This design comes from an exercise in tuning for small area, a short achievable clock period and few clock cycles per item on the open sky130 flow, not from production work.

== v6 ==
==> flow/design.v (excerpt) <==
module agon_crypto (
    input  wire       clk,
    input  wire       rst,               
    input  wire       req,               
    input  wire       we,                
    input  wire       peek,              
    input  wire [7:0] addr,              
    input  wire [7:0] wdata,             
    input  wire       op_allowed,        
    input  wire       write_protected,   
    output wire       busy,              
    output reg  [7:0] rdata              
);
export LEC_CHECK = 0
export ABC_CLOCK_PERIOD_IN_PS = 4000
export CAP_MARGIN = 20
export CORE_MARGIN = 2
export CORE_UTILIZATION = 40
export PLACE_DENSITY = 0.6
export SETUP_SLACK_MARGIN = 5
export SLEW_MARGIN = 20
create_clock -name core_clock -period 10.0 [get_ports {clk}]
run.sh (not shown) runs the stock make flow with config.mk's settings and CLKGATE_MAP_FILE= SYNTH_SCRIPT=/design/flow/synth_recipe.tcl, a recipe that flattens the netlist after the stock synthesis.
[inputs] v7 vs v6
--- a/flow/design.v
+++ b/flow/design.v
@@ -103,24 +103,23 @@
         if (rd_idx == LAST_IDX)
             rd_word = H[7];
         else if (rd_idx >= BLOCK_IDX && rd_idx < BLOCK_IDX + 6'd16)
             rd_word = B[rd_idx[3:0] - BLOCK_IDX[3:0]];
         else if (rd_idx >= STATE_IDX && rd_idx < STATE_IDX + 6'd8)
             rd_word = H[rd_idx[2:0]];
         else
             rd_word = 32'h0;
     end
-    localparam [2047:0] K_NEXT = {K_TABLE[31:0], K_TABLE[2047:32]};
-    wire [31:0] k_next = K_NEXT[32*t[5:0] +: 32];
+    wire [31:0] k_next = K_TABLE[32*((t[5:0] + 6'd1) & 6'h3f) +: 32];
     wire [31:0] ch     = (ve & vf) ^ (~ve & vg);
     wire [31:0] maj    = (va & vb) ^ (va & vc) ^ (vb & vc);
-    wire [31:0] a_new  = big_s0(va) + maj + hkw + big_s1(ve) + ch;
-    wire [31:0] e_new  = vd + hkw + big_s1(ve) + ch;
+    wire [31:0] a_new  = hkw + big_s1(ve) + ch + big_s0(va) + maj;
+    wire [31:0] e_new  = hkw + big_s1(ve) + ch + vd;
     wire [31:0] hkw_nx = vg + k_next + W[1];
     wire [31:0] wnew   = small_s1(W[14]) + W[9] + small_s0(W[1]) + W[0];
     wire [31:0] hkw_h  = H[7] + K0 + B[0];
     wire [31:0] hkw_iv = B[0] + (32'h5be0cd19 + K0);
     wire        fin    = running & (t >= 7'd61);
     wire [31:0] sum_a  = H[3] + va;
     wire [31:0] sum_e  = H[7] + ve;
     integer i;
     always @(posedge clk) begin
--- outcome ---
As of v7, count of fill cells added during filler insertion had fallen by a few percent compared to v6. v7 vs v6: number of antenna violations at the first check in global routing up. Compared with v6, v7 shows count of clock-net buffers in the final layout that has gone down by a few percent. From v6 to v7 the numbers moved as follows: count of inserted antenna diode cells climbed 10; hold slack went up.
No functional check of the RTL was part of any run of this note.

* * *

## run a
Another version of the RTL of agon_crypto (not shown whole).
Size in the first run: about 8300 cells after synthesis, ~32 I/O pins, ~0.077 mm² of cells after synthesis.
make LEC_CHECK=0 ABC_CLOCK_PERIOD_IN_PS=4000 CAP_MARGIN=20 CORE_MARGIN=2 CORE_UTILIZATION=40 PLACE_DENSITY=0.6 SETUP_SLACK_MARGIN=5 SLEW_MARGIN=20 finish   # period 10.0 ns
Here is what was changed in the inputs of run b compared with run a.
--- a/flow/design.v
+++ b/flow/design.v
@@ -82,23 +82,29 @@
     reg        p_zero, p_init, p_comp;
     reg        running;      
     reg [6:0]  t;            
     reg [31:0] va, vb, vc, vd, ve, vf, vg, vh;
     reg [31:0] W [0:15];     
     reg [31:0] hkw;          
     reg [31:0] kreg;         
     wire go     = ~running & p_comp & ~p_init & ~p_zero;
     wire start  = pend & go;
     wire rd_hold = pend | (running & ~t[6]);
     wire wr_hold = pend & ~go;
-    assign busy = (~we & rd_hold) | wr_hold;
+    reg         pw_v;
+    reg  [3:0]  pw_word;
+    reg  [1:0]  pw_lane;
+    reg  [7:0]  pw_dat;
+    wire        stream = running & (t <= 7'd13);     
+    wire        stuck  = pw_v & stream & ({3'b000, pw_word} > t + 7'd2);
+    assign busy = we ? (wr_hold | stuck) : (rd_hold | stuck);
     wire       accept   = req & ~busy;
     wire [5:0] idx      = addr[7:2];
     wire [1:0] lane     = addr[1:0];
     wire       wr_acc   = accept & we;
     wire       wr_do    = wr_acc & (peek | ~write_protected);
     wire [5:0] rd_idx   = (~peek & ~op_allowed) ? last : idx;
     wire       ctrl_wr  = wr_do & (addr == 8'h00);
     wire       op_zero  = wdata[4];
     wire       op_init  = ~wdata[4] & ((wdata & 8'h0e) == 8'h0a);
     wire       op_comp  = ~wdata[4] & ((wdata & 8'h0a) == 8'h0a);
     wire       ctrl_now = ctrl_wr & ~running & ~pend;
@@ -118,64 +124,80 @@
                 rd_lane[n] = rd_lane[n] | (B[q][8*n +: 8] & {8{r_bsel[q]}});
             for (q = 0; q < 8; q = q + 1)
                 rd_lane[n] = rd_lane[n] | (H[q][8*n +: 8] & {8{r_hsel[q]}});
         end
         rdata = (rd_lane[0] & {8{r_lsel[0]}}) | (rd_lane[1] & {8{r_lsel[1]}}) |
                 (rd_lane[2] & {8{r_lsel[2]}}) | (rd_lane[3] & {8{r_lsel[3]}});
     end
     wire [31:0] ch     = (ve & vf) ^ (~ve & vg);
     wire [31:0] maj    = (va & vb) ^ (va & vc) ^ (vb & vc);
     wire [31:0] a_new  = big_s0(va) + maj + hkw + big_s1(ve) + ch;
     wire [31:0] e_new  = vd + hkw + big_s1(ve) + ch;
-    wire [31:0] hkw_nx = (start ? H[7] : vg) + (start ? K_TABLE[31:0] : kreg) +
-                         (start ? B[0] : W[1]);
+    wire [31:0] hkw_nx = (running ? vg : H[7]) + (running ? kreg : K_TABLE[31:0]) +
+                         (running ? W[15] : B[0]);
     wire [31:0] wnew   = small_s1(W[14]) + W[9] + small_s0(W[1]) + W[0];
+    wire [31:0] b_strm = {rd_lane[3], rd_lane[2], rd_lane[1], rd_lane[0]};
     wire        fin    = running & (t >= 7'd61);
     wire [31:0] sum_a  = H[3] + va;
     wire [31:0] sum_e  = H[7] + ve;
-    wire [7:0]  b_dat  = wdata & {8{~rst}};
+    wire [7:0]  b_dat  = pw_dat & {8{~rst}};
     integer i, j, l;
     always @(posedge clk) begin
-        for (j = 0; j < 16; j = j + 1)
-            r_bsel[j] <= (rd_idx == BLOCK_IDX + j);
+        if (start)
+            r_bsel <= 16'h0004;
+        else if (running & (t <= 7'd12))
+            r_bsel <= {r_bsel[14:0], 1'b0};
+        else
+            for (j = 0; j < 16; j = j + 1)
+                r_bsel[j] <= (rd_idx == BLOCK_IDX + j);
         for (j = 0; j < 8; j = j + 1)
-            r_hsel[j] <= (rd_idx == STATE_IDX + j) | ((j == 7) && (rd_idx == LAST_IDX));
+            r_hsel[j] <= ~start & ~(running & (t <= 7'd12)) &
+                         ((rd_idx == STATE_IDX + j) | ((j == 7) && (rd_idx == LAST_IDX)));
         for (l = 0; l < 4; l = l + 1)
             r_lsel[l] <= (lane == l);
     end
     always @(posedge clk) begin
+        if (rst)
+            pw_v <= 1'b0;
+        else if (~stuck) begin
+            pw_v    <= blk_wr;
+            pw_word <= blk_word;
+            pw_lane <= lane;
+            pw_dat  <= wdata;
+        end
         for (j = 0; j < 16; j = j + 1)
             for (l = 0; l < 4; l = l + 1)
-                if (rst | (blk_wr & (blk_word == j) & (lane == l)))
+                if (rst | (pw_v & ~stuck & (pw_word == j) & (pw_lane == l)))
                     B[j][8*l +: 8] <= b_dat;
     end
     always @(posedge clk) begin
         hkw <= hkw_nx;
-        if (start) begin
+        for (i = 0; i < 14; i = i + 1)
+            W[i] <= W[i + 1];
+        if (~running) begin
             va <= H[0]; vb <= H[1]; vc <= H[2]; vd <= H[3];
             ve <= H[4]; vf <= H[5]; vg <= H[6]; vh <= H[7];
-            for (i = 0; i < 16; i = i + 1)
-                W[i] <= B[i];
+            W[14] <= B[0];
+            W[15] <= B[1];
             kreg <= K_TABLE[63:32];
         end else begin
             vh <= vg;
             vg <= vf;
             vf <= ve;
             ve <= e_new;
             vd <= vc;
             vc <= vb;
             vb <= va;
             va <= a_new;
-            for (i = 0; i < 15; i = i + 1)
-                W[i] <= W[i + 1];
-            W[15] <= wnew;
+            W[14] <= W[15];
+            W[15] <= (t <= 7'd13) ? b_strm : wnew;
             kreg <= K_NEXT2[32*t[5:0] +: 32];
         end
         if (rst) begin
             for (i = 0; i < 8; i = i + 1)
                 H[i] <= 32'h0;
             last    <= 6'h0;
             pend    <= 1'b0;
             running <= 1'b0;
             t       <= 7'd0;
         end else begin
             if (accept & ~peek & (we | op_allowed))
Notes after the runs:
Compared with run a, in run b utilization decreased by 0.59 points relative to the old numbers, synthesized netlist cell count decreased by about 20% relative to the old numbers, clock buffer count decreased by 27 relative to the old numbers. Run b vs. run a: met2 wirelength from detailed routing moved down; area after synthesis moved down. Compared with run a, run b shows a met3 wire length that is about 18% lower. [run b] non-clock inverter instance count of the final layout fell about 13% relative to run a. multi-input gates as the cell group occupying the most layout area was reported by run a, and sequential cells by run b. Against run a, the final cell area of run b is lower. Taking run a as the reference, in run b average vias per placed instance now sits at about the same level, count of flip-flops with a built-in enable after synthesis went up 2.7%, total via count after detailed routing has decreased, cell count of the worst reg-to-reg path up 13.
No run of this note included a check of the RTL's function; only the layout flow was run.

[static timing again, ports no longer ideal]
How much do the figures lean on ideal ports? The routed layouts below were timed once more, with nothing changed but the port constraints.
Step 1 (the two cells are an assumption about what drives the block):
set clk [get_ports {clk}]
set_driving_cell -lib_cell sky130_fd_sc_hd__clkbuf_16 $clk
set_driving_cell -lib_cell sky130_fd_sc_hd__buf_2 [delete_from_list [all_inputs] $clk]
Step 2 also shifts input and output timing later by t, the mid clock arrival at the registers, as if the neighbouring blocks saw the same clock.
Three values: no drivers, after step 1, after step 2; two values: the first two.
run | shift t [ns] | slack for setup (ns) | hold slack, ns
v6 | 0.950 | 4.958 / 5.031 / 4.081 | 0.386 / 0.386 / 0.386
v7 | 0.932 | 3.726 / 3.726 / 3.726 | 0.397 / 0.397 / 0.397
run a | 0.953 | 4.668 / 4.572 / 4.184 | 0.400 / 0.400 / 0.400
run b | 0.917 | 4.824 / 4.739 / 4.313 | 0.292 / 0.292 / 0.292
After both steps every run listed still meets setup and hold. The setup slack of v6, which loses most, moves by +0.073 ns with the drivers and by -0.877 ns with both steps.
